What follows belongs to an exercise in optimizing a design on an open flow for small area, a short achievable clock period and few clock cycles; a production flow would make more cautious choices. Where RTL was checked, it was by simulation tests only, not by an equivalence proof against the original. For run 1, only the layout was checked, not whether the RTL still works. Power is estimated from default activity; no workload was simulated.

**flow/design.v**
```verilog
`default_nettype none
module dash_vm (
    input  wire        clk,
    input  wire        rst,           
    input  wire        start,
    input  wire [15:0] prog_len,
    output wire [15:0] prog_addr,
    input  wire [31:0] prog_data,
    input  wire [15:0] pool_len,
    output wire [15:0] pool_addr,
    input  wire [31:0] pool_data,
    output reg  [1:0]  status,
    output wire [2:0]  result_tag,
    output wire [23:0] result_data,
    output reg  [3:0]  fault_kind,
    output reg  [23:0] fault_pc
);
    localparam FRAMES = 4;           
    localparam HEAP   = 16;
    localparam ST_IDLE = 2'd0, ST_RUN = 2'd1, ST_HALT = 2'd2, ST_FAULT = 2'd3;
    localparam [2:0] T_NUM = 3'd0, T_SYM = 3'd1, T_DSYM = 3'd2, T_COMP = 3'd3, T_CLO = 3'd4;
    localparam [3:0] K_NUM = 4'd0, K_SYM = 4'd1, K_DSYM = 4'd2,
                     K_MHDR = 4'd3, K_DHDR = 4'd4, K_MVAR = 4'd5;
    localparam [3:0] F_ENC = 4'd1, F_TYPE = 4'd2, F_TAG = 4'd3, F_SOVF = 4'd4,
                     F_SUNF = 4'd5, F_NOMATCH = 4'd6, F_IOR = 4'd7, F_UNDEF = 4'd8,
                     F_AOVF = 4'd9, F_HEAP = 4'd10;
    localparam [3:0] OP_LOADI = 4'd0, OP_LOADS = 4'd1, OP_LOADSD = 4'd2, OP_LOADC = 4'd3,
                     OP_ADD = 4'd4, OP_SUB = 4'd5, OP_MOVE = 4'd6, OP_JMP = 4'd7,
                     OP_HALT = 4'd8, OP_CALL = 4'd9, OP_CALLCL = 4'd10, OP_RET = 4'd11,
                     OP_MAKECL = 4'd12, OP_MATCH = 4'd13;
    localparam [4:0] S_F1     = 5'd0,  S_DEC    = 5'd1,  S_F2     = 5'd2,  S_LC_D   = 5'd3,
                     S_LSD_HD = 5'd5,  S_LSD_D  = 5'd6,
                     S_RC     = 5'd8,  S_ARG    = 5'd9,  S_CFIN   = 5'd10, S_CAP    = 5'd11,
                     S_EX     = 5'd12, S_MB     = 5'd14, S_MH_G   = 5'd15,
                     S_MH_D   = 5'd16, S_MV_D   = 5'd17, S_MC_D   = 5'd19,
                     S_MS_D   = 5'd21, S_MP_D   = 5'd22, S_SK_P   = 5'd23,
                     S_SK_D   = 5'd24, S_SC_D   = 5'd25;
    reg [26:0] rf   [0:FRAMES*32-1];     
    reg [FRAMES*32-1:0] vld;             
    reg [26:0] heap [0:HEAP-1];          
    reg [23:0] ret_pc  [0:FRAMES-1];
    reg [4:0]  ret_reg [0:FRAMES-1];
    reg [4:0]  state;
    reg [23:0] pc;
    reg [15:0] pa;                       
    reg        oob;                      
    reg [15:0] plen, klen;               
    reg [1:0]  fp;                       
    reg [4:0]  hp;                       
    reg [31:0] ir;                       
    reg        ir_bad;                   
    reg [31:0] nx;                       
    reg [4:0]  ri;                       
    reg [26:0] u, v;                     
    reg [26:0] result;
    reg [4:0]  cnt;
    reg [15:0] ka;                       
    reg [15:0] q;                        
    reg [15:0] s;                        
    reg [15:0] cs;                       
    reg [23:0] need;                     
    reg [23:0] sneed;                    
    reg [23:0] ncases;
    reg [23:0] ci;                       
    reg        root;
    reg        bad_bind;
    reg        wpass;                    
    reg [26:0] subj;
    reg [31:0] sroot;                    
    reg [31:0] croot;                    
    reg        usec;                     
    reg [31:0] pe;                       
    reg [31:0] tried, case_vars, bm, bmu;
    reg        wq_en;
    reg [6:0]  wq_addr;
    reg [26:0] wq_data;
    reg        hq_en;
    reg [3:0]  hq_addr;
    reg [26:0] hq_data;
    always @(posedge clk) begin
        if (wq_en) rf[wq_addr] <= wq_data;
        if (hq_en) heap[hq_addr] <= hq_data;
    end
    wire [3:0]  op  = ir[31:28];
    wire [4:0]  fa  = ir[27:23];
    wire [4:0]  fb  = ir[22:18];
    wire [4:0]  fc  = ir[17:13];
    wire [22:0] imm = ir[22:0];
    function enc_bad(input [31:0] w);
        begin
            case (w[31:28])
                OP_LOADI, OP_LOADS, OP_LOADSD, OP_LOADC: enc_bad = 1'b0;
                OP_ADD, OP_SUB, OP_CALL, OP_CALLCL, OP_MAKECL, OP_MATCH:
                    enc_bad = (w[12:0] != 13'd0);
                OP_MOVE:          enc_bad = (w[17:0] != 18'd0);
                OP_JMP:           enc_bad = (w[27:23] != 5'd0);
                OP_HALT, OP_RET:  enc_bad = (w[27:0] != 28'd0);
                default:          enc_bad = 1'b1;
            endcase
        end
    endfunction
    wire [31:0] nxw = (state == S_DEC) ? prog_data : nx;
    wire [6:0]  ridx = {fp, ri};
    wire        fwd  = wq_en && (wq_addr == ridx);
    wire [26:0] rv   = fwd ? wq_data : rf[ridx];
    wire        rok  = fwd | vld[ridx];
    wire [2:0]  rtag = rv[26:24];
    wire [23:0] rpay = rv[23:0];
    wire        w0   = wq_en && (wq_addr == 7'd0);
    wire        vld0 = vld[0] | w0;
    wire [26:0] rf0  = w0 ? wq_data : rf[0];
    wire [3:0]  pk   = pool_data[31:28];
    wire [3:0]  par  = pool_data[27:24];
    wire [23:0] ppay = pool_data[23:0];
    wire        pscalar = (pk == K_NUM) || (pk == K_SYM) || (pk == K_DSYM);
    wire        pdhdr   = (pk == K_DHDR);
    wire [4:0]  clo_k    = u[23:19];
    wire [3:0]  clo_base = u[3:0];
    wire [23:0] clo_pc   = heap[clo_base][23:0];
    wire [26:0] cap_val  = heap[clo_base + 4'd1 + cnt[3:0]];
    wire [24:0] sum  = {u[23], u[23:0]} + {v[23], v[23:0]};
    wire [24:0] diff = {u[23], u[23:0]} - {v[23], v[23:0]};
    wire [24:0] ares = (op == OP_ADD) ? sum : diff;
    wire        aovf = ares[24] != ares[23];
    wire [5:0]  heap_need = {1'b0, hp} + 6'd1 + {1'b0, fc};
    wire        heap_ok   = heap_need <= HEAP;
    wire        top_frame = (fp == 2'd3);
    wire [1:0]  fpn       = fp + 2'd1;
    wire [23:0] pc1      = pc + 24'd1;
    wire [23:0] pc_case  = pc + 24'd1 + ci;
    wire        last_case = (ci + 24'd1 == ncases);
    wire [4:0]  bind_reg  = fc + pe[4:0];
    wire [26:0] se_val    = pdhdr ? {T_COMP, 8'd0, s} : {pk[2:0], ppay};
    assign prog_addr   = (status == ST_RUN) ? pa : 16'd0;
    assign pool_addr   = ka;
    assign result_tag  = result[26:24];
    assign result_data = result[23:0];
    wire        need1     = (need == 24'd1);
    wire [23:0] need_item = pdhdr ? need + {20'd0, par} - 24'd1 : need - 24'd1;
    wire        item_last = need1 && (!pdhdr || par == 4'd0);
    wire        pe_dhdr   = (pe[31:28] == K_DHDR);
    wire [23:0] need_pe   = pe_dhdr ? need + {20'd0, pe[27:24]} - 24'd1 : need - 24'd1;
    wire        pe_last   = need1 && (!pe_dhdr || pe[27:24] == 4'd0);
    wire        sk_last   = (sneed == 24'd1) && (!pdhdr || par == 4'd0);
    wire [23:0] sneed_item = pdhdr ? sneed + {20'd0, par} - 24'd1 : sneed - 24'd1;
    wire [31:0] rent  = usec ? croot : pool_data;
    wire [3:0]  rk    = rent[31:28];
    wire [3:0]  rpar  = rent[27:24];
    wire        rscalar = (rk == K_NUM) || (rk == K_SYM) || (rk == K_DSYM);
    wire        smatch = (subj[26:24] == rk[2:0]) && (subj[23:0] == rent[23:0]);
    wire        rmatch = (subj[26:24] == T_COMP) && (sroot[23:0] == rent[23:0]) &&
                         (sroot[27:24] == rpar);
    reg [FRAMES*32-1:0] vclr;
    reg [FRAMES*32-1:0] vset;
    always @(*) begin
        vset = {FRAMES*32{1'b0}};
        if (wq_en) vset[wq_addr] = 1'b1;
    end
    wire        jmp_nx  = (nxw[31:28] == OP_JMP) && (nxw[22:0] != 23'd0);
    wire [15:0] jt_nx   = pc[15:0] + 16'd2 + nxw[15:0];
    wire        jmp_pd  = (prog_data[31:28] == OP_JMP) && (prog_data[22:0] != 23'd0);
    wire [15:0] jt_pd   = pc[15:0] + 16'd1 + prog_data[15:0];
    wire [23:0] jt      = pc1 + {1'b0, imm};
    reg        flt;
    reg [3:0]  fk;
    task fault(input [3:0] k);
        begin
            flt = 1'b1;
            fk  = k;
        end
    endtask
    task wr(input [1:0] f, input [4:0] r, input [26:0] val);
        begin
            wq_en   <= 1'b1;
            wq_addr <= {f, r};
            wq_data <= val;
        end
    endtask
    task load_ir(input [31:0] w);
        begin
            ir     <= w;
            ir_bad <= enc_bad(w);
            ka     <= w[15:0];
            q      <= w[15:0];
            ri     <= (w[31:28] == OP_MATCH) ? w[27:23] :
                      (w[31:28] == OP_RET)   ? 5'd0 : w[22:18];
        end
    endtask
    task next_pc;
        begin
            pc    <= pc1;
            pa    <= jmp_nx ? jt_nx : pc[15:0] + 16'd3;
            oob   <= (pc1 >= {8'd0, plen});
            load_ir(nxw);
            state <= S_DEC;
        end
    endtask
    task jump(input [23:0] t);
        begin
            pc    <= t;
            pa    <= t[15:0];
            state <= S_F1;
        end
    endtask
    task finish(input [31:0] m);
        begin
            vclr[{fp, 5'd0} +: 32] = m;
            if (ci == 24'd0) next_pc;
            else jump(pc_case);
        end
    endtask
    task rewalk;
        begin
            wpass <= 1'b1;
            usec  <= 1'b1;
            q     <= cs;
            ka    <= cs + 16'd1;
            state <= S_MC_D;
        end
    endtask
    task next_case;
        begin
            ci    <= ci + 24'd1;
            cs    <= q + 16'd1;
            state <= S_MC_D;
            if (last_case) fault(F_NOMATCH);
        end
    endtask
    task call_upd;
        begin
            if (op == OP_MAKECL) begin
                wr(fp, fa, {T_CLO, fc, 15'd0, hp[3:0]});
                hp <= heap_need[4:0];
                next_pc;
            end else if (op == OP_CALLCL && clo_k != 5'd0) begin
                cnt   <= 5'd0;
                state <= S_CAP;
            end else begin
                fp           <= fpn;
                ret_pc[fpn]  <= pc1;
                ret_reg[fpn] <= fa;
                jump((op == OP_CALL) ? u[23:0] : clo_pc);
            end
        end
    endtask
    task call_chk;
        begin
            if (op == OP_MAKECL) begin
                if (!heap_ok) fault(F_HEAP);
            end else if (top_frame) begin
                fault(F_SOVF);
            end
        end
    endtask
    always @(posedge clk) begin
        vclr = {FRAMES*32{1'b0}};
        flt  = 1'b0;
        fk   = 4'd0;
        wq_en <= 1'b0;
        hq_en <= 1'b0;
        if (rst) begin
            status     <= ST_IDLE;
            fault_kind <= 4'd0;
            fault_pc   <= 24'd0;
            result     <= 27'd0;
        end else if (status != ST_RUN) begin
            if (start) begin
                status        <= ST_RUN;
                fault_kind    <= 4'd0;
                pc            <= 24'd0;
                pa            <= 16'd1;      
                plen          <= prog_len;
                klen          <= pool_len;
                fp            <= 2'd0;
                hp            <= 5'd0;
                vclr[31:0]    = 32'hffffffff;
                state         <= S_F2;
            end
        end else begin
            case (state)
            S_F1: begin
                pa    <= pc[15:0] + 16'd1;
                state <= S_F2;
            end
            S_F2: begin
                pa    <= jmp_pd ? jt_pd : pc[15:0] + 16'd2;
                oob   <= (pc >= {8'd0, plen});
                load_ir(prog_data);
                state <= S_DEC;
            end
            S_DEC: begin
                nx  <= prog_data;
                u   <= rv;
                cnt <= 5'd1;
                case (op)
                OP_LOADI: begin wr(fp, fa, {T_NUM, 1'b0, imm}); next_pc; end
                OP_LOADS: begin wr(fp, fa, {T_SYM, 1'b0, imm}); next_pc; end
                OP_LOADC:  state <= S_LC_D;
                OP_LOADSD: begin
                    ka    <= q + 16'd1;
                    state <= S_LSD_HD;
                end
                OP_JMP: begin
                    if (imm == 23'd0) next_pc;
                    else begin
                        pc    <= jt;
                        pa    <= jt[15:0] + 16'd1;
                        state <= S_F2;
                    end
                end
                OP_HALT: begin
                    result <= rf0;
                    status <= ST_HALT;
                end
                OP_RET: begin
                    wr(fp - 2'd1, ret_reg[fp], rv);
                    fp <= fp - 2'd1;
                    jump(ret_pc[fp]);
                end
                OP_MATCH: begin
                    subj  <= rv;
                    ri    <= fb;
                    ka    <= rpay[15:0];
                    state <= S_MB;
                end
                OP_ADD, OP_SUB: begin
                    ri    <= fc;
                    state <= S_RC;
                end
                OP_MOVE: begin wr(fp, fa, rv); next_pc; end
                default: begin  
                    ri      <= fb + 5'd1;
                    hq_addr <= hp[3:0];
                    hq_data <= {T_NUM, rpay};
                    if (op != OP_MAKECL && !top_frame) vclr[{fpn, 5'd0} +: 32] = 32'hffffffff;
                    if (op == OP_MAKECL && heap_ok) hq_en <= 1'b1;
                    state <= (fc == 5'd0) ? S_CFIN : S_ARG;
                end
                endcase
                if (oob) fault(F_IOR);
                else if (ir_bad) fault(F_ENC);
                else begin
                    case (op)
                    OP_LOADC, OP_LOADSD: if ({1'b0, imm} >= {8'd0, klen}) fault(F_IOR);
                    OP_HALT: if (!vld0) fault(F_UNDEF);
                    OP_RET: begin
                        if (fp == 2'd0) fault(F_SUNF);
                        else if (!rok) fault(F_UNDEF);
                    end
                    OP_MATCH, OP_ADD, OP_SUB, OP_MOVE: if (!rok) fault(F_UNDEF);
                    OP_CALL, OP_MAKECL: begin
                        if (!rok) fault(F_UNDEF);
                        else if (rtag != T_NUM) fault(F_TAG);
                        else if (rpay[23]) fault(F_IOR);
                        else if ({1'b0, fb} + {1'b0, fc} > 6'd31) fault(F_IOR);
                    end
                    OP_CALLCL: begin
                        if (!rok) fault(F_UNDEF);
                        else if (rtag != T_CLO) fault(F_TYPE);
                        else if ({1'b0, fb} + {1'b0, fc} > 6'd31) fault(F_IOR);
                        else if ({1'b0, fc} + {1'b0, rpay[23:19]} > 6'd31) fault(F_IOR);
                    end
                    default: ;
                    endcase
                end
            end
            S_LC_D: begin
                wr(fp, fa, {pk[2:0], ppay});
                next_pc;
                if (!pscalar) fault(F_TYPE);
            end
            S_LSD_HD: begin
                need <= {20'd0, par};
                q    <= q + 16'd1;
                ka   <= q + 16'd2;
                wr(fp, fa, {T_COMP, 1'b0, imm});
                if (par == 4'd0) next_pc;
                else state <= S_LSD_D;
                if (!pdhdr) fault(F_TYPE);
            end
            S_LSD_D: begin
                need <= need_item;
                q    <= q + 16'd1;
                ka   <= q + 16'd2;
                wr(fp, fa, {T_COMP, 1'b0, imm});
                if (item_last) next_pc;
                if (q >= klen) fault(F_IOR);
                else if (!(pscalar || pdhdr)) fault(F_TYPE);
            end
            S_RC: begin
                v     <= rv;
                state <= S_EX;
                if (!rok) fault(F_UNDEF);
            end
            S_EX: begin
                wr(fp, fa, {T_NUM, ares[23:0]});
                next_pc;
                if (u[26:24] != T_NUM) fault(F_TYPE);
                else if (v[26:24] != T_NUM) fault(F_TYPE);
                else if (aovf) fault(F_AOVF);
            end
            S_ARG: begin
                cnt     <= cnt + 5'd1;
                ri      <= ri + 5'd1;
                hq_addr <= hp[3:0] + cnt[3:0];
                hq_data <= rv;
                if (op == OP_MAKECL) begin
                    if (heap_ok) hq_en <= 1'b1;
                end else if (!top_frame) begin
                    wr(fpn, cnt, rv);
                end
                if (cnt == fc) call_upd;
                if (!rok) fault(F_UNDEF);
                else if (cnt == fc) call_chk;
            end
            S_CFIN: begin
                call_upd;
                call_chk;
            end
            S_CAP: begin
                wr(fpn, fc + 5'd1 + cnt, cap_val);
                cnt <= cnt + 5'd1;
                if (cnt + 5'd1 == clo_k) begin
                    fp           <= fpn;
                    ret_pc[fpn]  <= pc1;
                    ret_reg[fpn] <= fa;
                    jump(clo_pc);
                end
            end
            S_MB: begin
                q     <= rpay[15:0];
                ka    <= rpay[15:0];
                state <= S_MH_G;
                if (!rok) fault(F_UNDEF);
                else if (rtag != T_NUM) fault(F_TAG);
                else if (rpay[23]) fault(F_IOR);
                else if (rpay >= {8'd0, klen}) fault(F_IOR);
            end
            S_MH_G: begin
                sroot <= pool_data;
                ka    <= q + 16'd1;
                state <= S_MH_D;
            end
            S_MH_D: begin
                ncases   <= ppay;
                cs       <= q + 16'd1;
                q        <= q + 16'd1;
                ka       <= q + 16'd2;
                ci       <= 24'd0;
                need     <= 24'd1;
                root     <= 1'b1;
                bad_bind <= 1'b0;
                state    <= S_MV_D;
                if (pk != K_MHDR) fault(F_TYPE);
                else if (ppay == 24'd0) fault(F_NOMATCH);
            end
            S_MV_D: begin
                if (root && ci == 24'd0) croot <= pool_data;
                root <= 1'b0;
                q    <= q + 16'd1;
                ka   <= q + 16'd2;
                if (pk == K_MVAR && ({19'd0, fc} + {1'b0, ppay} > 25'd31)) bad_bind <= 1'b1;
                if (!item_last) begin
                    need <= need_item;
                end else if (!last_case) begin
                    ci   <= ci + 24'd1;
                    need <= 24'd1;
                    root <= 1'b1;
                end else begin
                    q     <= cs;
                    ka    <= cs + 16'd1;
                    ci    <= 24'd0;
                    tried <= 32'd0;
                    wpass <= 1'b0;
                    usec  <= 1'b1;
                    state <= S_MC_D;
                end
                if (q >= klen) fault(F_IOR);
                else if (pk == K_MHDR || (pk == K_MVAR && root) ||
                         !(pscalar || pdhdr || pk == K_MVAR)) fault(F_TYPE);
                else if (item_last && last_case &&
                         (bad_bind || (pk == K_MVAR && ({19'd0, fc} + {1'b0, ppay} > 25'd31))))
                    fault(F_IOR);
            end
            S_MC_D: begin
                croot <= rent;
                usec  <= 1'b0;
                if (rscalar) begin
                    if (smatch) begin
                        finish(tried);
                    end else begin
                        q  <= q + 16'd1;
                        ka <= q + 16'd2;
                        next_case;
                    end
                end else begin
                    if (!wpass) begin
                        case_vars <= 32'd0;
                        bm        <= 32'd0;
                        bmu       <= 32'd0;
                    end
                    need <= {20'd0, rpar};
                    q    <= q + 16'd1;
                    if (rmatch) begin
                        s  <= subj[15:0] + 16'd1;
                        ka <= subj[15:0] + 16'd1;
                        if (rpar == 4'd0) begin
                            if (wpass) finish((tried & ~bm) | bmu);
                            else rewalk;
                        end else begin
                            state <= S_MP_D;
                        end
                    end else begin
                        ka <= q + 16'd2;
                        if (rpar == 4'd0) next_case;
                        else state <= S_SC_D;
                    end
                end
            end
            S_MP_D: begin
                pe    <= pool_data;
                ka    <= q + 16'd1;
                state <= S_MS_D;
            end
            S_MS_D: begin
                if (pe[31:28] == K_MVAR) begin
                    if (!wpass) begin
                        if (bm[bind_reg]) bmu[bind_reg] <= 1'b1;
                        bm[bind_reg]        <= 1'b1;
                        case_vars[bind_reg] <= 1'b1;
                    end else if (!bmu[bind_reg]) begin
                        wr(fp, bind_reg, se_val);
                    end
                    q    <= q + 16'd1;
                    s    <= s + 16'd1;
                    need <= need - 24'd1;
                    if (need1) begin
                        if (wpass) finish((tried & ~bm) | bmu);
                        else rewalk;
                    end else if (pdhdr && par != 4'd0) begin
                        sneed <= {20'd0, par};
                        ka    <= s + 16'd1;
                        state <= S_SK_P;
                    end else begin
                        ka    <= s + 16'd1;
                        state <= S_MP_D;
                    end
                end else if (pk == pe[31:28] && ppay == pe[23:0] &&
                             (!pdhdr || par == pe[27:24])) begin
                    q    <= q + 16'd1;
                    s    <= s + 16'd1;
                    need <= need_item;
                    if (item_last) begin
                        if (wpass) finish((tried & ~bm) | bmu);
                        else rewalk;
                    end else begin
                        ka    <= s + 16'd1;
                        state <= S_MP_D;
                    end
                end else begin
                    q    <= q + 16'd1;
                    ka   <= q + 16'd2;
                    need <= need_pe;
                    if (pe_last) begin
                        tried <= tried | case_vars;
                        next_case;
                    end else begin
                        state <= S_SC_D;
                    end
                end
            end
            S_SK_P: begin
                pe    <= pool_data;
                ka    <= s + 16'd1;
                state <= S_SK_D;
            end
            S_SK_D: begin
                s     <= s + 16'd1;
                sneed <= sneed_item;
                if (sk_last) begin
                    ka    <= q + 16'd1;
                    state <= S_MS_D;
                end else begin
                    ka    <= s + 16'd2;
                end
            end
            S_SC_D: begin
                q    <= q + 16'd1;
                ka   <= q + 16'd2;
                if (pk == K_MVAR) case_vars[fc + ppay[4:0]] <= 1'b1;
                need <= need_item;
                if (item_last) begin
                    tried <= tried | case_vars | ((pk == K_MVAR) ? (32'd1 << (fc + ppay[4:0])) : 32'd0);
                    next_case;
                end
            end
            default: state <= S_DEC;
            endcase
            if (flt) begin
                status     <= ST_FAULT;
                fault_kind <= fk;
                fault_pc   <= pc;
            end
        end
        vld <= (vld | vset) & ~vclr;
    end
endmodule
`default_nettype wire
```
**flow/run.sh**
```bash
#!/bin/bash
# synth_recipe.tcl (not shown) runs the flow's synth.tcl, then flattens the netlist and writes it again
# the make line also repeats each setting of config.mk as NAME=value (left out here)
make -C /OpenROAD-flow-scripts/flow DESIGN_CONFIG=/design/flow/config.mk WORK_HOME=/design/flow/orfs CLKGATE_MAP_FILE= SYNTH_SCRIPT=/design/flow/synth_recipe.tcl finish
```
**flow/config.mk**
```make
export PLATFORM = sky130hd
export DESIGN_NAME = dash_vm
export DESIGN_NICKNAME = dash_vm
export VERILOG_FILES = /design/flow/design.v
export SDC_FILE = /design/flow/constraint.sdc
export NUM_CORES = 4
export LEC_CHECK = 0
export CAP_MARGIN = 20
export CELL_PAD_IN_SITES_DETAIL_PLACEMENT = 1
export CORE_MARGIN = 2
export CORE_UTILIZATION = 25
export GPL_ROUTABILITY_DRIVEN = 1
export GPL_TIMING_DRIVEN = 1
export PLACE_DENSITY = 0.4
export SETUP_SLACK_MARGIN = 5
export SLEW_MARGIN = 20
```
**flow/constraint.sdc**
```tcl
create_clock -name core_clock -period 12.0 [get_ports {clk}]
set_input_delay 2.4000 -clock core_clock [delete_from_list [all_inputs] [get_ports {clk}]]
set_output_delay 2.4000 -clock core_clock [all_outputs]
set_load 0.01 [all_outputs]
```
==> impl_metrics.py, run 1 <==
metrics = {
    "status": {
        "run_status": "finished clean",
    },
    "timing": {
        "fin_skew_ps": 69.5,
        "fin_crit_sh": 0.575,
        "period_needed_ps": 6900,
        "rsz0062_at_grt": "true",
        "maxSlewViolCount": 0,
        "setup_viol": 0,
        "relSlewSlack": 0.156,
        "fmax_ghz": 0.145,
        "hold_violations": 0,
        "worst_pin_slew_ps": 1260,
        "whs_ps": 462,
        "setup_ws_ps": 5100,
        "setup_tns_ps": 0,
    },
    "logic_synthesis": {
        "ys_ff_latch": 4887,
        "synthCells": 14200,
        "synthFlopType": "edfxtp_1",
        "yosysSeqAreaShare": 0.650,
        "synth_edf_count": 4694,
        "netlist-cell-type-count": 96,
        "async_flop_share": 0,
        "syn-mean-instance-area_sq_um": 15.6,
        "yosys_warnings": 1,
        "syn_area_sq_um": 223000,
        "synthesis.nets": 14700,
    },
    "clock_tree": {
        "holdBufCountCts": 0,
        "clk_pin_slew_ps": 60,
        "cts_buffers": 559,
        "cts_sinks": 4887,
        "cts_tree": "done",
        "cts_root_buf": "clkbuf_16",
        "clock_latency_ps": 1130,
        "clock_path_buffers": 4,
        "htree_levels": 6,
    },
    "global_routing": {
        "grt_use_total": 0.206,
        "grt_pass1_wl_microns": 1300000,
        "grt_max_degree": 132,
        "grt_pass1_vias": 147000,
        "grt_overflow": 0,
        "antenna_found_initial": 68,
    },
    "power_and_ir_drop": {
        "ir_worst_vdd_mv": 0.162,
        "clockPowerShare": 0.438,
        "pwr-share-seq": 0.490,
        "p_sw_w": 0.00929,
        "p_leak_nw": 83.7,
        "power.density_nw_per_um2": 145,
        "p_total_w": 0.0382,
        "p_int_w": 0.0289,
        "swShare": 0.243,
        "pwr-share-comb": 0.072,
    },
    "layout": {
        "stdcell_count": 27200,
        "syn2layout_area_growth_pct": 18.5,
        "drive_gt1_frac": 0.216,
        "top_register": "rf",
        "reg_top3": "rf x3456, heap x432, vld x128",
        "nets": 15400,
        "largest_register_ffs": 3456,
    },
    "floorplan": {
        "fp.dieW_microns": 948,
        "die_area_sq_um": 899000,
        "initial_core_util": 0.251,
        "core_area_sq_um": 888000,
        "num_rows": 346,
        "num_io_pins": 188,
        "die_y_microns": 948,
    },
    "critical_path": {
        "cpMaxStageDelayCell": "mux4_2",
        "reg2reg_from": "ri[0]",
        "path_class": "reg2reg",
        "reg2reg_to": "fault_pc[9]",
        "max_stage_delay_ps": 670,
        "crit_arrival_ps": 7870,
        "crit_path_end_kind": "flip-flop",
        "worstPathRequired_ps": 12970,
        "endpoint": "fault_pc[9]",
        "crit_start": "ri[0]",
        "reg2reg_depth": 22,
        "crit_chain": "buf_12 > buf_16 > buf_16 > mux4_2 > mux4_2 > mux4_2 > nand2_4 > nand3_4 > o21ai_4 > inv_4 > ha_1 > a21o_1 > a21o_1 > a221oi_2 > o211ai_1 > or4_4 > or4b_4 > a2111oi_4 > and3_4 > nor2_4 > buf_12 > mux2i_1",
        "crit_path_start_kind": "flip-flop",
        "cp_max_fo": 9,
        "rrSetupSlack_ps": 5100,
        "path_common_cell": "mux4_2",
    },
    "detailed_routing": {
        "routedWlPerCell_microns": 35.1,
        "drc": 0,
        "drtAntennaViolNets": 0,
        "drtPass1Iterations": 7,
        "vias_per_cell": 5.32,
        "totalWireLength_microns": 957000,
        "drt_iter0_markers": 17400,
        "vias": 145000,
    },
    "hold_path": {
        "worstHoldPathCells": 2,
        "hold_path.class": "reg2reg",
    },
    "placed_design": {
        "placed_cells": 26000,
        "dp_hpwl_microns": 610000,
        "pre_cts_ws_ps": 3470,
        "port_buffers": 187,
        "routabilityCongestion": 0.974,
    },
    "job": {
        "maxCapViolations": 0,
    },
}
## cells in the mapped netlist, types with 14 or more instances
library cell	instances	area, sq um
nor2_1	999	3750
buf_2	94	470
o211ai_1	82	616
fa_1	14	280
a222oi_1	30	300
mux2_2	64	721
o21ai_0	649	3250
a221oi_1	134	1170
and2_1	73	457
nand2b_1	48	300
a31oi_1	88	551
nand3_1	202	1010
and3_1	62	388
buf_6	17	191
xnor2_1	353	3090
nor2b_1	68	425
a221o_1	142	1420
a211oi_1	164	1230
buf_1	92	345
a22oi_1	99	743
nand2_1	768	2880
mux4_2	1304	29400
buf_4	21	158
a21oi_1	901	4510
xor2_1	157	1380
or3_1	48	300
mux2i_1	299	2990
or2_2	26	163
dfxtp_1	193	3860
o21bai_1	32	240
nor4_1	100	626
edfxtp_1	4694	141000
ha_1	357	4470
clkbuf_1	642	2410
a2111oi_0	26	228
inv_1	326	1220
o22ai_1	105	657
o2111ai_1	32	280
o21a_1	44	330
nor3b_1	19	143
nand4_1	101	632
o221ai_1	91	797
a21o_1	71	533
nor3_1	148	741
o31ai_1	26	195
## through the flow
stage	util	cell area [sq um]
finish	0.297	264000
global route	0.297	264000
CTS	0.297	264000
detailed placement	0.274	243000
global placement	0.273	243000
floorplan	-	223000
## kinds of logic (layout without fill, tap and decap cells)
kind of cell | after synthesis | count (layout) | synth area share
AO/OA/AOI/OAI | 2886 | 2886 | 0.0833
AND/OR/NAND/NOR | 2723 | 2727 | 0.0553
multiplexers | 1668 | 1668 | 0.148
buffers and inverters | 1198 | 2307 | 0.0217
other | 0 | 49 | 0
adder cells (fa/ha/maj) | 371 | 371 | 0.0213
XOR/XNOR | 512 | 512 | 0.0202
flip-flops | 4887 | 4887 | 0.650
## how the worst min path moves through the flow
stage                 from  slack [ps]     endpoint
2_1_floorplan      vld[34]         460      vld[34]
3_3_place_gp   fault_pc[1]         450  fault_pc[1]
3_5_place_dp   fault_pc[1]         450  fault_pc[1]
4_1_cts        fault_pc[3]         460  fault_pc[3]
5_1_grt        fault_pc[6]         480  fault_pc[6]
6_report       fault_pc[3]         460  fault_pc[3]
## critical path: cells and delay by family (launching register included)
family                   cells  cell delay [ps]
AO/OA/AOI/OAI                6             1340
AND/OR/NAND/NOR              6             1800
adder cells (fa/ha/maj)      1              300
buffers and inverters        5              880
multiplexers                 4             1950
flip-flops                   1              370
## power groups by stage
| stage | combinational, W | sequential [W] | clock (W) |
|---|---|---|---|
| floorplan | 0.00135 | 0.0191 | 0 |
| global placement | 0.00256 | 0.0191 | 0 |
| detailed placement | 0.00257 | 0.0191 | 0 |
| CTS | 0.00270 | 0.0187 | 0.0171 |
| global route | 0.00287 | 0.0187 | 0.0177 |
| finish | 0.00275 | 0.0187 | 0.0167 |
## cells in the final DEF, fill, tap and decap left out, drive strengths merged, types with 71 or more instances in the layout
| cell type | count |
|---|---|
| clkdlybuf4s50 | 186 |
| mux2i | 299 |
| inv | 347 |
| edfxtp | 4694 |
| o21ai | 657 |
| clkbuf | 722 |
| nor2 | 1004 |
| buf | 765 |
| a21o | 71 |
| a211oi | 165 |
| nand4 | 101 |
| nand3 | 202 |
| mux4 | 1304 |
| a22oi | 99 |
| xor2 | 157 |
| a21oi | 901 |
| nand2 | 768 |
| a31oi | 88 |
| nor4 | 101 |
| dfxtp | 193 |
| a221o | 142 |
| and2 | 77 |
| nor3 | 148 |
| clkinv | 227 |
| a221oi | 134 |
| o221ai | 91 |
| xnor2 | 353 |
| o211ai | 82 |
| o22ai | 105 |
| ha | 357 |
## timing repair
action | CTS | global route
cloned | 49 | 6
endpoints found under the setup margin | 33 | 150
resized for setup | 201 | 47
buffers inserted | 87 | 13
pin swaps | 21 | 13
## routing by layer
| metal | track usage | wire (microns) | up-vias |
|---|---|---|---|
| li1 | - | - | 58800 |
| met1 | 0.275 | 401000 | 78700 |
| met2 | 0.334 | 447000 | 6015 |
| met3 | 0.0393 | 67700 | 1496 |
| met4 | 0.0752 | 41000 | 6 |
| met5 | 0 | 35 | - |
## final cells by class
class                   count  area [sq um]
fillers                 92700        624000
diodes                     49           123
repair buffers            979         10100
repair inverters            2          17.5
well taps               11800         14800
clock buffers             718         15000
inverters                 331          1290
flip-flops and latches   4887        145000
clock inverters           277          2300
multi-input cells        8164         75700
==> run 2, diff against run 1 <==
--- a/flow/design.v
+++ b/flow/design.v
@@ -72,4 +72,6 @@
     reg [31:0] pe;                       
     reg [31:0] tried, case_vars, bm, bmu;
+    reg        pclr_en;                  
+    reg [31:0] pclr;
     reg        wq_en;
     reg [6:0]  wq_addr;
@@ -104,9 +106,9 @@
     wire        fwd  = wq_en && (wq_addr == ridx);
     wire [26:0] rv   = fwd ? wq_data : rf[ridx];
-    wire        rok  = fwd | vld[ridx];
+    wire        rok  = (fwd | vld[ridx]) & ~(pclr_en & pclr[ri]);
     wire [2:0]  rtag = rv[26:24];
     wire [23:0] rpay = rv[23:0];
     wire        w0   = wq_en && (wq_addr == 7'd0);
-    wire        vld0 = vld[0] | w0;
+    wire        vld0 = (vld[0] | w0) & ~(pclr_en && fp == 2'd0 && pclr[0]);
     wire [26:0] rf0  = w0 ? wq_data : rf[0];
     wire [3:0]  pk   = pool_data[31:28];
@@ -137,5 +139,14 @@
     assign result_data = result[23:0];
     wire        need1     = (need == 24'd1);
-    wire [23:0] need_item = pdhdr ? need + {20'd0, par} - 24'd1 : need - 24'd1;
+    function [23:0] cnt_item(input [23:0] n, input dh, input [3:0] pa_);
+        reg [5:0] lo;
+        begin
+            lo = {2'b00, n[3:0]} + {2'b00, dh ? pa_ : 4'd0} - 6'd1;
+            if (lo[5])      cnt_item = {n[23:4] - 20'd1, lo[3:0]};
+            else if (lo[4]) cnt_item = {n[23:4] + 20'd1, lo[3:0]};
+            else            cnt_item = {n[23:4], lo[3:0]};
+        end
+    endfunction
+    wire [23:0] need_item = cnt_item(need, pdhdr, par);
     wire        item_last = need1 && (!pdhdr || par == 4'd0);
     wire        pe_dhdr   = (pe[31:28] == K_DHDR);
@@ -143,5 +154,5 @@
     wire        pe_last   = need1 && (!pe_dhdr || pe[27:24] == 4'd0);
     wire        sk_last   = (sneed == 24'd1) && (!pdhdr || par == 4'd0);
-    wire [23:0] sneed_item = pdhdr ? sneed + {20'd0, par} - 24'd1 : sneed - 24'd1;
+    wire [23:0] sneed_item = cnt_item(sneed, pdhdr, par);
     wire [31:0] rent  = usec ? croot : pool_data;
     wire [3:0]  rk    = rent[31:28];
@@ -203,7 +214,7 @@
         end
     endtask
-    task finish(input [31:0] m);
+    task finish;
         begin
-            vclr[{fp, 5'd0} +: 32] = m;
+            pclr_en <= 1'b1;
             if (ci == 24'd0) next_pc;
             else jump(pc_case);
@@ -221,4 +232,7 @@
     task next_case;
         begin
+            case_vars <= 32'd0;
+            bm        <= 32'd0;
+            bmu       <= 32'd0;
             ci    <= ci + 24'd1;
             cs    <= q + 16'd1;
@@ -255,4 +269,7 @@
     always @(posedge clk) begin
         vclr = {FRAMES*32{1'b0}};
+        if (pclr_en) vclr[{fp, 5'd0} +: 32] = pclr;
+        pclr_en <= 1'b0;
+        pclr    <= (tried & ~bm) | bmu;
         flt  = 1'b0;
         fk   = 4'd0;
@@ -472,4 +489,7 @@
                     ci    <= 24'd0;
                     tried <= 32'd0;
+                    case_vars <= 32'd0;
+                    bm    <= 32'd0;
+                    bmu   <= 32'd0;
                     wpass <= 1'b0;
                     usec  <= 1'b1;
@@ -488,5 +508,5 @@
                 if (rscalar) begin
                     if (smatch) begin
-                        finish(tried);
+                        finish;
                     end else begin
                         q  <= q + 16'd1;
@@ -495,9 +515,4 @@
                     end
                 end else begin
-                    if (!wpass) begin
-                        case_vars <= 32'd0;
-                        bm        <= 32'd0;
-                        bmu       <= 32'd0;
-                    end
                     need <= {20'd0, rpar};
                     q    <= q + 16'd1;
@@ -506,5 +521,5 @@
                         ka <= subj[15:0] + 16'd1;
                         if (rpar == 4'd0) begin
-                            if (wpass) finish((tried & ~bm) | bmu);
+                            if (wpass) finish;
                             else rewalk;
                         end else begin
@@ -536,5 +551,5 @@
                     need <= need - 24'd1;
                     if (need1) begin
-                        if (wpass) finish((tried & ~bm) | bmu);
+                        if (wpass) finish;
                         else rewalk;
                     end else if (pdhdr && par != 4'd0) begin
@@ -552,5 +567,5 @@
                     need <= need_item;
                     if (item_last) begin
-                        if (wpass) finish((tried & ~bm) | bmu);
+                        if (wpass) finish;
                         else rewalk;
                     end else begin
@@ -597,9 +612,7 @@
             default: state <= S_DEC;
             endcase
-            if (flt) begin
-                status     <= ST_FAULT;
-                fault_kind <= fk;
-                fault_pc   <= pc;
-            end
+            fault_kind <= fk;
+            fault_pc   <= pc;
+            if (flt) status <= ST_FAULT;
         end
         vld <= (vld | vset) & ~vclr;
==> run 2 against run 1 <==
  * Flip-flop and latch count up 33
  * Global-route usage down 0.56 points
  * First-iteration DRC count shrank 1.7%
  * Sequential power about the same
  * Sequential share of layout area increased by 0.79 points
  * Routed wire length is 2.8% lower
  * Critical path depth rose by 4
  * Worst setup slack got worse by 5.8 ps
  * Area after synthesis decreased by 0.14%
  * Largest power group unchanged
  * Highest routed layer unchanged
==> impl_metrics.py, run 2 <==
metrics = {
    "logic_synthesis": {
        "syn-mean-instance-area_sq_um": 15.7,
        "yosys-top-cells-area": "edfxtp_1 63%, mux4_2 13%, dfxtp_1 2.0%, ha_1 1.9%, a21oi_1 1.9%",
        "synthesis.nets": 14600,
        "syn_area_sq_um": 223000,
        "synth_edf_count": 4694,
        "synth.most_common_cell": "edfxtp_1",
        "synthCells": 14200,
        "synthFlopType": "edfxtp_1",
        "netlist.area_leader.share": 0.633,
        "yosys_warnings": 1,
        "yosysSeqAreaShare": 0.654,
        "synth_top_area_cell": "edfxtp_1",
        "synth_commonest_cells": "4694 x edfxtp_1, 1322 x mux4_2, 990 x nor2_1",
        "netlist-cell-type-count": 98,
        "async_flop_share": 0,
        "ys_ff_latch": 4920,
    },
    "detailed_routing": {
        "totalWireLength_microns": 931000,
        "vias": 143000,
        "vias_per_cell": 5.27,
        "drt_iter0_markers": 17100,
        "drtPass1Iterations": 7,
        "drtAntennaViolNets": 0,
        "routedWlPerCell_microns": 34.4,
        "drc": 0,
    },
    "floorplan": {
        "die_area_sq_um": 898000,
        "core_area_sq_um": 887000,
        "fp.dieW_microns": 948,
        "initial_core_util": 0.251,
        "num_io_pins": 188,
        "num_rows": 346,
        "die_y_microns": 948,
    },
    "layout": {
        "nets": 15200,
        "top_register": "rf",
        "largest_register_ffs": 3456,
        "layout_commonest_cell": "edfxtp_1",
        "reg_top3": "rf x3456, heap x432, vld x128",
        "stdcell_count": 27100,
        "final_cell_mix": "4694 x edfxtp_1, 1322 x mux4_2, 830 x nand2_1",
        "syn2layout_area_growth_pct": 17.5,
        "drive_gt1_frac": 0.210,
    },
    "power_and_ir_drop": {
        "pwr-share-comb": 0.066,
        "power.density_nw_per_um2": 148,
        "clockPowerShare": 0.447,
        "ir_worst_vdd_mv": 0.156,
        "swShare": 0.243,
        "p_sw_w": 0.00938,
        "pwr-share-seq": 0.487,
        "p_int_w": 0.0293,
        "p_leak_nw": 82.5,
    },
    "global_routing": {
        "antenna_found_initial": 92,
        "grt_use_total": 0.200,
        "grt_pass1_wl_microns": 1270000,
        "grt_overflow": 0,
        "grt_max_degree": 131,
        "grt_pass1_vias": 144000,
    },
    "critical_path": {
        "reg2reg_from": "ri[1]",
        "max_stage_delay_ps": 420,
        "critPathBufInv": 5,
        "worstPathRequired_ps": 12830,
        "cp_max_fo": 12,
        "path_class": "in2reg",
        "crit_arrival_ps": 7740,
        "cp.depth": 26,
        "reg2reg_depth": 21,
        "cp_top_family": "compound AO/OA/AOI/OAI gates",
        "crit_path_end_kind": "flip-flop",
        "rrSetupSlack_ps": 5160,
        "cpMaxStageDelayCell": "clkdlybuf4s50_1",
        "crit_path_start_kind": "primary input",
        "reg2reg_to": "status[1]",
    },
    "clock_tree": {
        "htree_levels": 6,
        "cts_tree": "done",
        "cts_sinks": 4920,
        "holdBufCountCts": 0,
        "clk_pin_slew_ps": 60,
        "cts_buffers": 565,
        "clock_latency_ps": 1110,
        "clock_path_buffers": 4,
        "cts_root_buf": "clkbuf_16",
    },
    "hold_path": {
        "whs_endpoint": "fault_pc[10]",
        "hold_path.class": "reg2reg",
        "holdCritStartpoint": "fault_pc[10]",
        "worstHoldPathCells": 2,
    },
    "timing": {
        "maxSlewViolCount": 0,
        "fin_skew_ps": 77.0,
        "hold_violations": 0,
        "period_needed_ps": 6910,
        "setup_viol": 0,
        "worst_pin_slew_ps": 1370,
        "relSlewSlack": 0.0822,
        "fin_crit_sh": 0.576,
        "rsz0062_at_grt": "true",
        "fmax_ghz": 0.145,
        "setup_tns_ps": 0,
    },
    "placed_design": {
        "routabilityCongestion": 0.932,
        "dp_hpwl_microns": 606000,
        "placed_cells": 26000,
        "port_buffers": 187,
    },
    "status": {
        "run_status": "finished clean",
    },
    "job": {
        "maxCapViolations": 0,
    },
}
[run 2: layer usage]
metal	vias up	global-route usage	part of all wire
li1	58100	-	-
met1	77100	0.269	0.42
met2	5867	0.328	0.47
met3	1523	0.0319	0.066
met4	16	0.0721	0.044
met5	-	0	0.00012
[run 2: metrics by stage]
step	power (W)	cell area [sq um]	utilization	hold WS [ps]	setup WS, ps
5_1_grt	0.0397	262000	0.295	473	4930
6_report	0.0386	262000	0.295	455	5090
3_5_place_dp	0.0217	243000	0.274	451	3320
3_3_place_gp	0.0216	243000	0.273	448	3170
2_1_floorplan	0.0205	223000	-	439	4760
4_1_cts	0.0390	261000	0.294	458	5010
[run 2: power groups by stage]
stage               clock network (W)  logic (W)  registers (W)
floorplan                           0    0.00130         0.0192
global placement                    0    0.00245         0.0192
detailed placement                  0    0.00247         0.0192
CTS                            0.0177    0.00250         0.0188
global route                   0.0183    0.00265         0.0188
finish                         0.0173    0.00254         0.0188
[run 2: kinds of logic after synthesis]
family,after synthesis,share of synthesized area
simple gates,2883,0.0595
xor+xnor,507,0.0202
compound gates,2703,0.0777
flops,4920,0.654
fa+ha+maj,359,0.0207
buf+inv,1168,0.0209
mux,1618,0.147
[run 2: cell type report]
class	count	area (sq um)
Antenna cell	34	85.1
Fill cell	92600	626000
Tap cell	11800	14800
Inverter	317	1200
Clock buffer	712	14900
Timing Repair Buffer	865	7520
Multi-Input combinational cell	8070	74400
Sequential cell	4920	145000
Clock inverter	306	3230
[run 2: how the worst max path moves through the flow]
stage / from / endpoint
after detailed placement: pool_data[30] / sneed[23]
after floorplan: pool_data[31] / sneed[22]
after CTS: ri[0] / fault_kind[0]
after global routing: ri[0] / fault_kind[1]
after global placement: pool_data[30] / sneed[22]
final: pool_data[29] / sneed[23]
[run 2: worst min-delay path, stage by stage, from the launching register on]
cell     delay (ps)
dfxtp_1         300
nand2_1          50
a21oi_1          50
[run 2: what timing repair did]
action,in CTS,in global routing
cloned,2,0
hold endpoints to repair,0,0
setup buffers,9,14
pin swaps,4,16
setup endpoints to repair,11,10
resized for setup,49,25
Testbench counts of run 2, summed over its fixed seeds: cycles 40,312.
==> run 3, diff against run 2 <==
--- a/flow/design.v
+++ b/flow/design.v
@@ -35,6 +35,5 @@
                      S_MH_D   = 5'd16, S_MV_D   = 5'd17, S_MC_D   = 5'd19,
                      S_MS_D   = 5'd21, S_MP_D   = 5'd22, S_SK_P   = 5'd23,
-                     S_SK_D   = 5'd24, S_SC_D   = 5'd25;
-    reg [26:0] rf   [0:FRAMES*32-1];     
+                     S_SK_D   = 5'd24, S_SC_D   = 5'd25, S_MF     = 5'd26;
     reg [FRAMES*32-1:0] vld;             
     reg [26:0] heap [0:HEAP-1];          
@@ -44,4 +43,5 @@
     reg [23:0] pc;
     reg [15:0] pa;                       
+    reg        pa_tgt;                   
     reg        oob;                      
     reg [15:0] plen, klen;               
@@ -52,5 +52,7 @@
     reg [31:0] nx;                       
     reg [4:0]  ri;                       
-    reg [26:0] u, v;                     
+    reg [31:0] ri_oh;                    
+    reg [3:0]  fp_oh;                    
+    reg [26:0] u;                        
     reg [26:0] result;
     reg [4:0]  cnt;
@@ -59,15 +61,22 @@
     reg [15:0] s;                        
     reg [15:0] cs;                       
-    reg [23:0] need;                     
-    reg [23:0] sneed;                    
+    reg [23:0] nb;                       
+    reg [4:0]  nd;
+    reg [23:0] sb;                       
+    reg [4:0]  sd;
+    wire [23:0] need  = nb + {{19{nd[4]}}, nd};
+    wire [23:0] sneed = sb + {{19{sd[4]}}, sd};
     reg [23:0] ncases;
     reg [23:0] ci;                       
     reg        root;
     reg        bad_bind;
-    reg        wpass;                    
     reg [26:0] subj;
     reg [31:0] sroot;                    
     reg [31:0] croot;                    
     reg        usec;                     
+    reg        vc_ok;
+    reg [15:0] vc_tbl;
+    reg [4:0]  vc_fc;
+    reg        vhit;
     reg [31:0] pe;                       
     reg [31:0] tried, case_vars, bm, bmu;
@@ -81,7 +90,17 @@
     reg [26:0] hq_data;
     always @(posedge clk) begin
-        if (wq_en) rf[wq_addr] <= wq_data;
         if (hq_en) heap[hq_addr] <= hq_data;
     end
+    wire [26:0] rfo [0:FRAMES*32-1];
+    genvar gi;
+    generate
+        for (gi = 0; gi < FRAMES*32; gi = gi + 1) begin : RF
+            reg [26:0] r;
+            always @(posedge clk) begin
+                if (wq_en && wq_addr == gi) r <= wq_data;
+            end
+            assign rfo[gi] = r;
+        end
+    endgenerate
     wire [3:0]  op  = ir[31:28];
     wire [4:0]  fa  = ir[27:23];
@@ -105,11 +124,22 @@
     wire [6:0]  ridx = {fp, ri};
     wire        fwd  = wq_en && (wq_addr == ridx);
-    wire [26:0] rv   = fwd ? wq_data : rf[ridx];
-    wire        rok  = (fwd | vld[ridx]) & ~(pclr_en & pclr[ri]);
+    reg  [26:0] rraw;
+    reg         vraw;
+    integer     k;
+    always @(*) begin
+        rraw = 27'd0;
+        vraw = 1'b0;
+        for (k = 0; k < FRAMES*32; k = k + 1) begin
+            rraw = rraw | (rfo[k] & {27{ri_oh[k % 32] & fp_oh[k / 32]}});
+            vraw = vraw | (vld[k] & ri_oh[k % 32] & fp_oh[k / 32]);
+        end
+    end
+    wire [26:0] rv   = fwd ? wq_data : rraw;
+    wire        rok  = (fwd | vraw) & ~(pclr_en & |(pclr & ri_oh));
     wire [2:0]  rtag = rv[26:24];
     wire [23:0] rpay = rv[23:0];
     wire        w0   = wq_en && (wq_addr == 7'd0);
     wire        vld0 = (vld[0] | w0) & ~(pclr_en && fp == 2'd0 && pclr[0]);
-    wire [26:0] rf0  = w0 ? wq_data : rf[0];
+    wire [26:0] rf0  = w0 ? wq_data : rfo[0];
     wire [3:0]  pk   = pool_data[31:28];
     wire [3:0]  par  = pool_data[27:24];
@@ -121,6 +151,6 @@
     wire [23:0] clo_pc   = heap[clo_base][23:0];
     wire [26:0] cap_val  = heap[clo_base + 4'd1 + cnt[3:0]];
-    wire [24:0] sum  = {u[23], u[23:0]} + {v[23], v[23:0]};
-    wire [24:0] diff = {u[23], u[23:0]} - {v[23], v[23:0]};
+    wire [24:0] sum  = {u[23], u[23:0]} + {rpay[23], rpay};
+    wire [24:0] diff = {u[23], u[23:0]} - {rpay[23], rpay};
     wire [24:0] ares = (op == OP_ADD) ? sum : diff;
     wire        aovf = ares[24] != ares[23];
@@ -139,27 +169,25 @@
     assign result_data = result[23:0];
     wire        need1     = (need == 24'd1);
-    function [23:0] cnt_item(input [23:0] n, input dh, input [3:0] pa_);
-        reg [5:0] lo;
-        begin
-            lo = {2'b00, n[3:0]} + {2'b00, dh ? pa_ : 4'd0} - 6'd1;
-            if (lo[5])      cnt_item = {n[23:4] - 20'd1, lo[3:0]};
-            else if (lo[4]) cnt_item = {n[23:4] + 20'd1, lo[3:0]};
-            else            cnt_item = {n[23:4], lo[3:0]};
-        end
-    endfunction
-    wire [23:0] need_item = cnt_item(need, pdhdr, par);
+    wire [4:0]  d_item    = pdhdr ? {1'b0, par} - 5'd1 : 5'h1f;
     wire        item_last = need1 && (!pdhdr || par == 4'd0);
     wire        pe_dhdr   = (pe[31:28] == K_DHDR);
-    wire [23:0] need_pe   = pe_dhdr ? need + {20'd0, pe[27:24]} - 24'd1 : need - 24'd1;
+    wire [4:0]  d_pe      = pe_dhdr ? {1'b0, pe[27:24]} - 5'd1 : 5'h1f;
     wire        pe_last   = need1 && (!pe_dhdr || pe[27:24] == 4'd0);
     wire        sk_last   = (sneed == 24'd1) && (!pdhdr || par == 4'd0);
-    wire [23:0] sneed_item = cnt_item(sneed, pdhdr, par);
     wire [31:0] rent  = usec ? croot : pool_data;
     wire [3:0]  rk    = rent[31:28];
-    wire [3:0]  rpar  = rent[27:24];
+    wire [3:0]  rpar  = usec ? croot[27:24] : par;
     wire        rscalar = (rk == K_NUM) || (rk == K_SYM) || (rk == K_DSYM);
-    wire        smatch = (subj[26:24] == rk[2:0]) && (subj[23:0] == rent[23:0]);
-    wire        rmatch = (subj[26:24] == T_COMP) && (sroot[23:0] == rent[23:0]) &&
-                         (sroot[27:24] == rpar);
+    wire        smatch_p = (subj[26:24] == pool_data[30:28]) && (subj[23:0] == pool_data[23:0]);
+    wire        smatch_c = (subj[26:24] == croot[30:28]) && (subj[23:0] == croot[23:0]);
+    wire        smatch   = usec ? smatch_c : smatch_p;
+    wire        rmatch_p = (sroot[23:0] == pool_data[23:0]) && (sroot[27:24] == pool_data[27:24]);
+    wire        rmatch_c = (sroot[23:0] == croot[23:0]) && (sroot[27:24] == croot[27:24]);
+    wire        rmatch   = (subj[26:24] == T_COMP) && (usec ? rmatch_c : rmatch_p);
+    wire        vc_hit = vc_ok && (rpay == {8'd0, vc_tbl}) && (fc == vc_fc);
+    wire        bind_now = (state == S_MS_D) && (pe[31:28] == K_MVAR);
+    wire [31:0] bind_oh  = bind_now ? (32'd1 << bind_reg) : 32'd0;
+    wire [31:0] bm_n     = bm | bind_oh;
+    wire [31:0] bmu_n    = bmu | (bm & bind_oh);
     reg [FRAMES*32-1:0] vclr;
     reg [FRAMES*32-1:0] vset;
@@ -173,4 +201,7 @@
     wire [15:0] jt_pd   = pc[15:0] + 16'd1 + prog_data[15:0];
     wire [23:0] jt      = pc1 + {1'b0, imm};
+    wire        ret_nx  = (nxw[31:28] == OP_RET);
+    wire        ret_pd  = (prog_data[31:28] == OP_RET);
+    wire [15:0] ret_t   = ret_pc[fp][15:0];
     reg        flt;
     reg [3:0]  fk;
@@ -196,4 +227,6 @@
             ri     <= (w[31:28] == OP_MATCH) ? w[27:23] :
                       (w[31:28] == OP_RET)   ? 5'd0 : w[22:18];
+            ri_oh  <= 32'd1 << ((w[31:28] == OP_MATCH) ? w[27:23] :
+                                (w[31:28] == OP_RET)   ? 5'd0 : w[22:18]);
         end
     endtask
@@ -201,5 +234,5 @@
         begin
             pc    <= pc1;
-            pa    <= jmp_nx ? jt_nx : pc[15:0] + 16'd3;
+            pa    <= jmp_nx ? jt_nx : ret_nx ? ret_t : pc[15:0] + 16'd3;
             oob   <= (pc1 >= {8'd0, plen});
             load_ir(nxw);
@@ -214,18 +247,16 @@
         end
     endtask
-    task finish;
+    task jump_rd(input [23:0] t);
         begin
-            pclr_en <= 1'b1;
-            if (ci == 24'd0) next_pc;
-            else jump(pc_case);
+            pc    <= t;
+            pa    <= t[15:0] + 16'd1;
+            state <= S_F2;
         end
     endtask
-    task rewalk;
+    task finish;
         begin
-            wpass <= 1'b1;
-            usec  <= 1'b1;
-            q     <= cs;
-            ka    <= cs + 16'd1;
-            state <= S_MC_D;
+            pclr_en <= 1'b1;
+            pa      <= pc[15:0] + 16'd2 + ci[15:0];
+            state   <= S_MF;
         end
     endtask
@@ -237,4 +268,5 @@
             ci    <= ci + 24'd1;
             cs    <= q + 16'd1;
+            pa    <= pc[15:0] + 16'd2 + ci[15:0];
             state <= S_MC_D;
             if (last_case) fault(F_NOMATCH);
@@ -252,7 +284,9 @@
             end else begin
                 fp           <= fpn;
+                fp_oh        <= {fp_oh[2:0], fp_oh[3]};
                 ret_pc[fpn]  <= pc1;
                 ret_reg[fpn] <= fa;
-                jump((op == OP_CALL) ? u[23:0] : clo_pc);
+                if (op == OP_CALL || pa_tgt) jump_rd((op == OP_CALL) ? u[23:0] : clo_pc);
+                else jump(clo_pc);
             end
         end
@@ -271,5 +305,5 @@
         if (pclr_en) vclr[{fp, 5'd0} +: 32] = pclr;
         pclr_en <= 1'b0;
-        pclr    <= (tried & ~bm) | bmu;
+        pclr    <= (tried & ~bm_n) | bmu_n;
         flt  = 1'b0;
         fk   = 4'd0;
@@ -290,5 +324,7 @@
                 klen          <= pool_len;
                 fp            <= 2'd0;
+                fp_oh         <= 4'b0001;
                 hp            <= 5'd0;
+                vc_ok         <= 1'b0;
                 vclr[31:0]    = 32'hffffffff;
                 state         <= S_F2;
@@ -301,9 +337,17 @@
             end
             S_F2: begin
-                pa    <= jmp_pd ? jt_pd : pc[15:0] + 16'd2;
+                pa    <= jmp_pd ? jt_pd : ret_pd ? ret_t : pc[15:0] + 16'd2;
                 oob   <= (pc >= {8'd0, plen});
                 load_ir(prog_data);
                 state <= S_DEC;
             end
+            S_MF: begin
+                pc    <= pc_case;
+                pa    <= jmp_pd ? pc_case[15:0] + 16'd1 + prog_data[15:0] :
+                         ret_pd ? ret_t : pc_case[15:0] + 16'd2;
+                oob   <= (pc_case >= {8'd0, plen});
+                load_ir(prog_data);
+                state <= S_DEC;
+            end
             S_DEC: begin
                 nx  <= prog_data;
@@ -332,10 +376,12 @@
                 OP_RET: begin
                     wr(fp - 2'd1, ret_reg[fp], rv);
-                    fp <= fp - 2'd1;
-                    jump(ret_pc[fp]);
+                    fp    <= fp - 2'd1;
+                    fp_oh <= {fp_oh[0], fp_oh[3:1]};
+                    jump_rd(ret_pc[fp]);
                 end
                 OP_MATCH: begin
                     subj  <= rv;
                     ri    <= fb;
+                    ri_oh <= 32'd1 << fb;
                     ka    <= rpay[15:0];
                     state <= S_MB;
@@ -343,4 +389,5 @@
                 OP_ADD, OP_SUB: begin
                     ri    <= fc;
+                    ri_oh <= 32'd1 << fc;
                     state <= S_RC;
                 end
@@ -348,4 +395,7 @@
                 default: begin  
                     ri      <= fb + 5'd1;
+                    ri_oh   <= 32'd1 << (fb + 5'd1);
+                    pa_tgt  <= 1'b0;
+                    if (op == OP_CALL) pa <= rpay[15:0];
                     hq_addr <= hp[3:0];
                     hq_data <= {T_NUM, rpay};
@@ -388,5 +438,5 @@
             end
             S_LSD_HD: begin
-                need <= {20'd0, par};
+                begin nb <= {20'd0, par}; nd <= 5'd0; end
                 q    <= q + 16'd1;
                 ka   <= q + 16'd2;
@@ -397,5 +447,5 @@
             end
             S_LSD_D: begin
-                need <= need_item;
+                begin nb <= need; nd <= d_item; end
                 q    <= q + 16'd1;
                 ka   <= q + 16'd2;
@@ -406,18 +456,16 @@
             end
             S_RC: begin
-                v     <= rv;
-                state <= S_EX;
-                if (!rok) fault(F_UNDEF);
-            end
-            S_EX: begin
                 wr(fp, fa, {T_NUM, ares[23:0]});
                 next_pc;
-                if (u[26:24] != T_NUM) fault(F_TYPE);
-                else if (v[26:24] != T_NUM) fault(F_TYPE);
+                if (!rok) fault(F_UNDEF);
+                else if (u[26:24] != T_NUM) fault(F_TYPE);
+                else if (rtag != T_NUM) fault(F_TYPE);
                 else if (aovf) fault(F_AOVF);
             end
             S_ARG: begin
+                if (op == OP_CALLCL) begin pa <= clo_pc[15:0]; pa_tgt <= 1'b1; end
                 cnt     <= cnt + 5'd1;
                 ri      <= ri + 5'd1;
+                ri_oh   <= {ri_oh[30:0], ri_oh[31]};
                 hq_addr <= hp[3:0] + cnt[3:0];
                 hq_data <= rv;
@@ -432,4 +480,5 @@
             end
             S_CFIN: begin
+                if (op == OP_CALLCL) begin pa <= clo_pc[15:0]; pa_tgt <= 1'b1; end
                 call_upd;
                 call_chk;
@@ -440,11 +489,14 @@
                 if (cnt + 5'd1 == clo_k) begin
                     fp           <= fpn;
+                    fp_oh        <= {fp_oh[2:0], fp_oh[3]};
                     ret_pc[fpn]  <= pc1;
                     ret_reg[fpn] <= fa;
-                    jump(clo_pc);
+                    jump_rd(clo_pc);
                 end
             end
             S_MB: begin
-                q     <= rpay[15:0];
+                vhit  <= vc_hit;
+                pa    <= pc[15:0] + 16'd1;   
+                q     <= vc_hit ? vc_tbl + 16'd1 : rpay[15:0];
                 ka    <= rpay[15:0];
                 state <= S_MH_G;
@@ -458,4 +510,14 @@
                 ka    <= q + 16'd1;
                 state <= S_MH_D;
+                if (vhit) begin
+                    cs        <= q;
+                    ci        <= 24'd0;
+                    tried     <= 32'd0;
+                    case_vars <= 32'd0;
+                    bm        <= 32'd0;
+                    bmu       <= 32'd0;
+                    usec      <= 1'b1;
+                    state     <= S_MC_D;
+                end
             end
             S_MH_D: begin
@@ -465,5 +527,5 @@
                 ka       <= q + 16'd2;
                 ci       <= 24'd0;
-                need     <= 24'd1;
+                begin nb <= 24'd1; nd <= 5'd0; end
                 root     <= 1'b1;
                 bad_bind <= 1'b0;
@@ -479,10 +541,13 @@
                 if (pk == K_MVAR && ({19'd0, fc} + {1'b0, ppay} > 25'd31)) bad_bind <= 1'b1;
                 if (!item_last) begin
-                    need <= need_item;
+                    begin nb <= need; nd <= d_item; end
                 end else if (!last_case) begin
                     ci   <= ci + 24'd1;
-                    need <= 24'd1;
+                    begin nb <= 24'd1; nd <= 5'd0; end
                     root <= 1'b1;
                 end else begin
+                    vc_ok  <= 1'b1;
+                    vc_tbl <= cs - 16'd1;
+                    vc_fc  <= fc;
                     q     <= cs;
                     ka    <= cs + 16'd1;
@@ -492,5 +557,4 @@
                     bm    <= 32'd0;
                     bmu   <= 32'd0;
-                    wpass <= 1'b0;
                     usec  <= 1'b1;
                     state <= S_MC_D;
@@ -504,5 +568,4 @@
             end
             S_MC_D: begin
-                croot <= rent;
                 usec  <= 1'b0;
                 if (rscalar) begin
@@ -515,5 +578,5 @@
                     end
                 end else begin
-                    need <= {20'd0, rpar};
+                    begin nb <= {20'd0, rpar}; nd <= 5'd0; end
                     q    <= q + 16'd1;
                     if (rmatch) begin
@@ -521,6 +584,5 @@
                         ka <= subj[15:0] + 16'd1;
                         if (rpar == 4'd0) begin
-                            if (wpass) finish;
-                            else rewalk;
+                            finish;
                         end else begin
                             state <= S_MP_D;
@@ -540,19 +602,15 @@
             S_MS_D: begin
                 if (pe[31:28] == K_MVAR) begin
-                    if (!wpass) begin
-                        if (bm[bind_reg]) bmu[bind_reg] <= 1'b1;
-                        bm[bind_reg]        <= 1'b1;
-                        case_vars[bind_reg] <= 1'b1;
-                    end else if (!bmu[bind_reg]) begin
-                        wr(fp, bind_reg, se_val);
-                    end
+                    if (bm[bind_reg]) bmu[bind_reg] <= 1'b1;
+                    bm[bind_reg]        <= 1'b1;
+                    case_vars[bind_reg] <= 1'b1;
+                    wr(fp, bind_reg, se_val);
                     q    <= q + 16'd1;
                     s    <= s + 16'd1;
-                    need <= need - 24'd1;
+                    begin nb <= need; nd <= 5'h1f; end
                     if (need1) begin
-                        if (wpass) finish;
-                        else rewalk;
+                        finish;
                     end else if (pdhdr && par != 4'd0) begin
-                        sneed <= {20'd0, par};
+                        begin sb <= {20'd0, par}; sd <= 5'd0; end
                         ka    <= s + 16'd1;
                         state <= S_SK_P;
@@ -565,8 +623,7 @@
                     q    <= q + 16'd1;
                     s    <= s + 16'd1;
-                    need <= need_item;
+                    begin nb <= need; nd <= d_item; end
                     if (item_last) begin
-                        if (wpass) finish;
-                        else rewalk;
+                        finish;
                     end else begin
                         ka    <= s + 16'd1;
@@ -576,5 +633,5 @@
                     q    <= q + 16'd1;
                     ka   <= q + 16'd2;
-                    need <= need_pe;
+                    begin nb <= need; nd <= d_pe; end
                     if (pe_last) begin
                         tried <= tried | case_vars;
@@ -592,5 +649,5 @@
             S_SK_D: begin
                 s     <= s + 16'd1;
-                sneed <= sneed_item;
+                begin sb <= sneed; sd <= d_item; end
                 if (sk_last) begin
                     ka    <= q + 16'd1;
@@ -604,5 +661,5 @@
                 ka   <= q + 16'd2;
                 if (pk == K_MVAR) case_vars[fc + ppay[4:0]] <= 1'b1;
-                need <= need_item;
+                begin nb <= need; nd <= d_item; end
                 if (item_last) begin
                     tried <= tried | case_vars | ((pk == K_MVAR) ? (32'd1 << (fc + ppay[4:0])) : 32'd0);
==> run 3 against run 2 <==
  * Still clean
  * Cell count rose by 5.6%
  * Count of clock-buffer cells in the layout rose by 18
  * Combinational power rose by about 10%
  * Die area fell by 1.8%
  * Clock power rose by 2%
  * Maximum frequency fell by 7.7%
  * Worst setup slack got worse by 570 ps
  * Non-clock buffer count rose by 385
  * Routed wire length rose by 34%
  * Largest cell class unchanged
  * Highest routed layer unchanged
==> impl_metrics.py, run 3 <==
metrics = {
    "status": {
        "run_status": "finished clean",
    },
    "detailed_routing": {
        "drtPass1Iterations": 13,
        "routedWlPerCell_microns": 43.7,
        "drt_iter0_markers": 29100,
        "vias": 170000,
        "vias_per_cell": 5.96,
    },
    "global_routing": {
        "grtUsageMet3": 0.0702,
        "top_usage_layer": "met2",
        "antenna_found_initial": 136,
        "grt_use_total": 0.269,
        "use_met2": 0.396,
        "grt_util_met1": 0.363,
        "grt_max_degree": 129,
        "grt_overflow": 0,
    },
    "floorplan": {
        "initial_core_util": 0.251,
        "die_y_microns": 939,
        "die_area_sq_um": 882000,
        "fp.dieW_microns": 939,
        "num_rows": 343,
        "core_area_sq_um": 872000,
    },
    "clock_tree": {
        "holdBufCountCts": 0,
        "cts_sinks": 4962,
        "cts_root_buf": "clkbuf_16",
        "clk_pin_slew_ps": 60,
        "clock_path_buffers": 4,
        "cts_buffers": 582,
        "clock_latency_ps": 1270,
        "cts_tree": "done",
        "htree_levels": 6,
    },
    "critical_path": {
        "worstPathRequired_ps": 13130,
        "crit_path_start_kind": "flip-flop",
        "cp_max_fo": 7,
        "crit_path_end_kind": "flip-flop",
    },
    "timing": {
        "worst_pin_slew_ps": 1370,
        "fin_crit_sh": 0.623,
        "setup_tns_ps": 0,
        "rsz0062_at_grt": "true",
        "setup_viol": 0,
        "fmax_ghz": 0.134,
        "setup_ws_ps": 4520,
        "period_needed_ps": 7480,
        "relSlewSlack": 0.0851,
    },
    "layout": {
        "fin_util": 0.302,
        "final_cell_mix": "4709 x edfxtp_1, 1042 x a22oi_1, 866 x buf_4",
        "reg_top3": "RF.r x3456, heap x432, vld x128",
        "top_register": "RF.r",
        "drive_gt1_frac": 0.159,
        "layout_commonest_cell": "edfxtp_1",
        "syn2layout_area_growth_pct": 20.4,
    },
    "logic_synthesis": {
        "synth_compound_area_frac": 0.143,
        "synth_top_family_by_area": "compound AO/OA/AOI/OAI gates",
        "synth_xor_area_frac": 0.0265,
        "synthAdderAreaFrac": 0.0217,
        "syn-mean-instance-area_sq_um": 13.9,
        "synth_edf_count": 4709,
        "yosys-top-cells-area": "edfxtp_1 65%, a22oi_1 3.6%, mux4_2 2.7%, dfxtp_1 2.3%, ha_1 2.0%",
        "syn_area_sq_um": 219000,
        "synthCells": 15700,
        "async_flop_share": 0,
        "synthesis.nets": 16200,
        "synth_top_area_cell": "edfxtp_1",
        "synthFlopType": "edfxtp_1",
        "yosysSeqAreaShare": 0.670,
    },
    "power_and_ir_drop": {
        "power.density_nw_per_um2": 150,
        "ir_worst_vdd_mv": 0.173,
    },
    "placed_design": {
        "dp_hpwl_microns": 776000,
        "place_area_sq_um": 240000,
        "placed_cells": 27200,
        "routabilityCongestion": 0.953,
    },
    "job": {
        "maxCapViolations": 0,
    },
    "hold_path": {
        "hold_path.class": "reg2reg",
    },
}
## run 3: cell types whose count changed after synthesis, moves of 39 or more
| cell | change |
|---|---|
| buf_2 | +49 |
| inv_1 | -53 |
| mux2i_1 | -57 |
| xor2_1 | +131 |
| a221oi_1 | +195 |
| nand4_1 | +173 |
| and3_1 | +62 |
| a22o_1 | +288 |
| nand3_1 | +365 |
| mux4_2 | -1060 |
| a22oi_1 | +966 |
| a222oi_1 | +107 |
| nand2_1 | -39 |
| buf_1 | +118 |
## run 3: final timing paths
kind | startpoint | end | cells past startpoint
hold reg to reg | fault_pc[20] | fault_pc[20] | 2
setup reg to reg | ri_oh[13] | fault_kind[3] | 25
hold / removal | fault_pc[20] | fault_pc[20] | 2
setup / recovery | ri_oh[13] | fault_kind[3] | 25
## run 3: worst max-delay path, stage by stage (launching register included)
cell,delay [ps]
edfxtp_1,430
buf_12,160
buf_16,160
buf_4,270
buf_4,250
a22oi_1,220
a31oi_1,440
a21oi_2,470
nand4_1,910
o32ai_2,490
buf_4,240
inv_1,150
nor4_4,290
o21ai_0,130
xor2_1,170
ha_1,360
and3_1,270
nor2b_2,230
a311oi_4,60
or4_4,570
a22o_1,230
o21ai_4,80
nor4_4,80
nor4_2,290
nor2_2,100
a221oi_2,230
## run 3: final cells by class
cell class	count	area, sq um
clock inverters	320	2970
fillers	92100	608000
inverters	263	1070
well taps	11600	14500
repair buffers	1250	12300
diodes	59	148
clock buffers	730	15500
multi-input cells	9425	70200
flip-flops and latches	4962	146000
## run 3: kinds of logic (layout without fill, tap and decap cells)
group,after synthesis,count (layout)
DFF,4962,4962
and+or+nand+nor,3514,3515
xor gates and xnor gates,657,657
muxes,480,480
AOI/OAI and AO/OA,4403,4403
adders and majority gates,370,370
buffers and inverters,1296,2563
other,0,59
## run 3: layer usage
layer / vias up / wire (microns) / share of wire
met5: - / 718 / 0.00058
met4: 42 / 81100 / 0.065
met3: 2640 / 137000 / 0.11
met2: 11700 / 528000 / 0.42
met1: 91100 / 501000 / 0.40
li1: 64600 / - / -
## run 3: timing repair
item	CTS	global route
resized for setup	337	114
setup buffers	136	41
setup endpoints to repair	73	41
cloned	27	12
pin swaps	68	56
## run 3: report_power, final
part / leakage [nW] / switching [W] / internal [W] / total [W]
combinational: 31.9 / 0.00201 / 0.000797 / 0.00280
sequential: 44.8 / 0.0000982 / 0.0189 / 0.0190
clock: 8.94 / 0.00786 / 0.00985 / 0.0177
total: 85.7 / 0.00996 / 0.0295 / 0.0395
## run 3: per-stage QoR
step	hold WS (ps)	power [W]
detailed placement	456	0.0219
global placement	450	0.0219
CTS	464	0.0395
global route	486	0.0403
finish	460	0.0395
floorplan	439	0.0206
Testbench counts of run 3, summed over its fixed seeds: cycles 33,857.
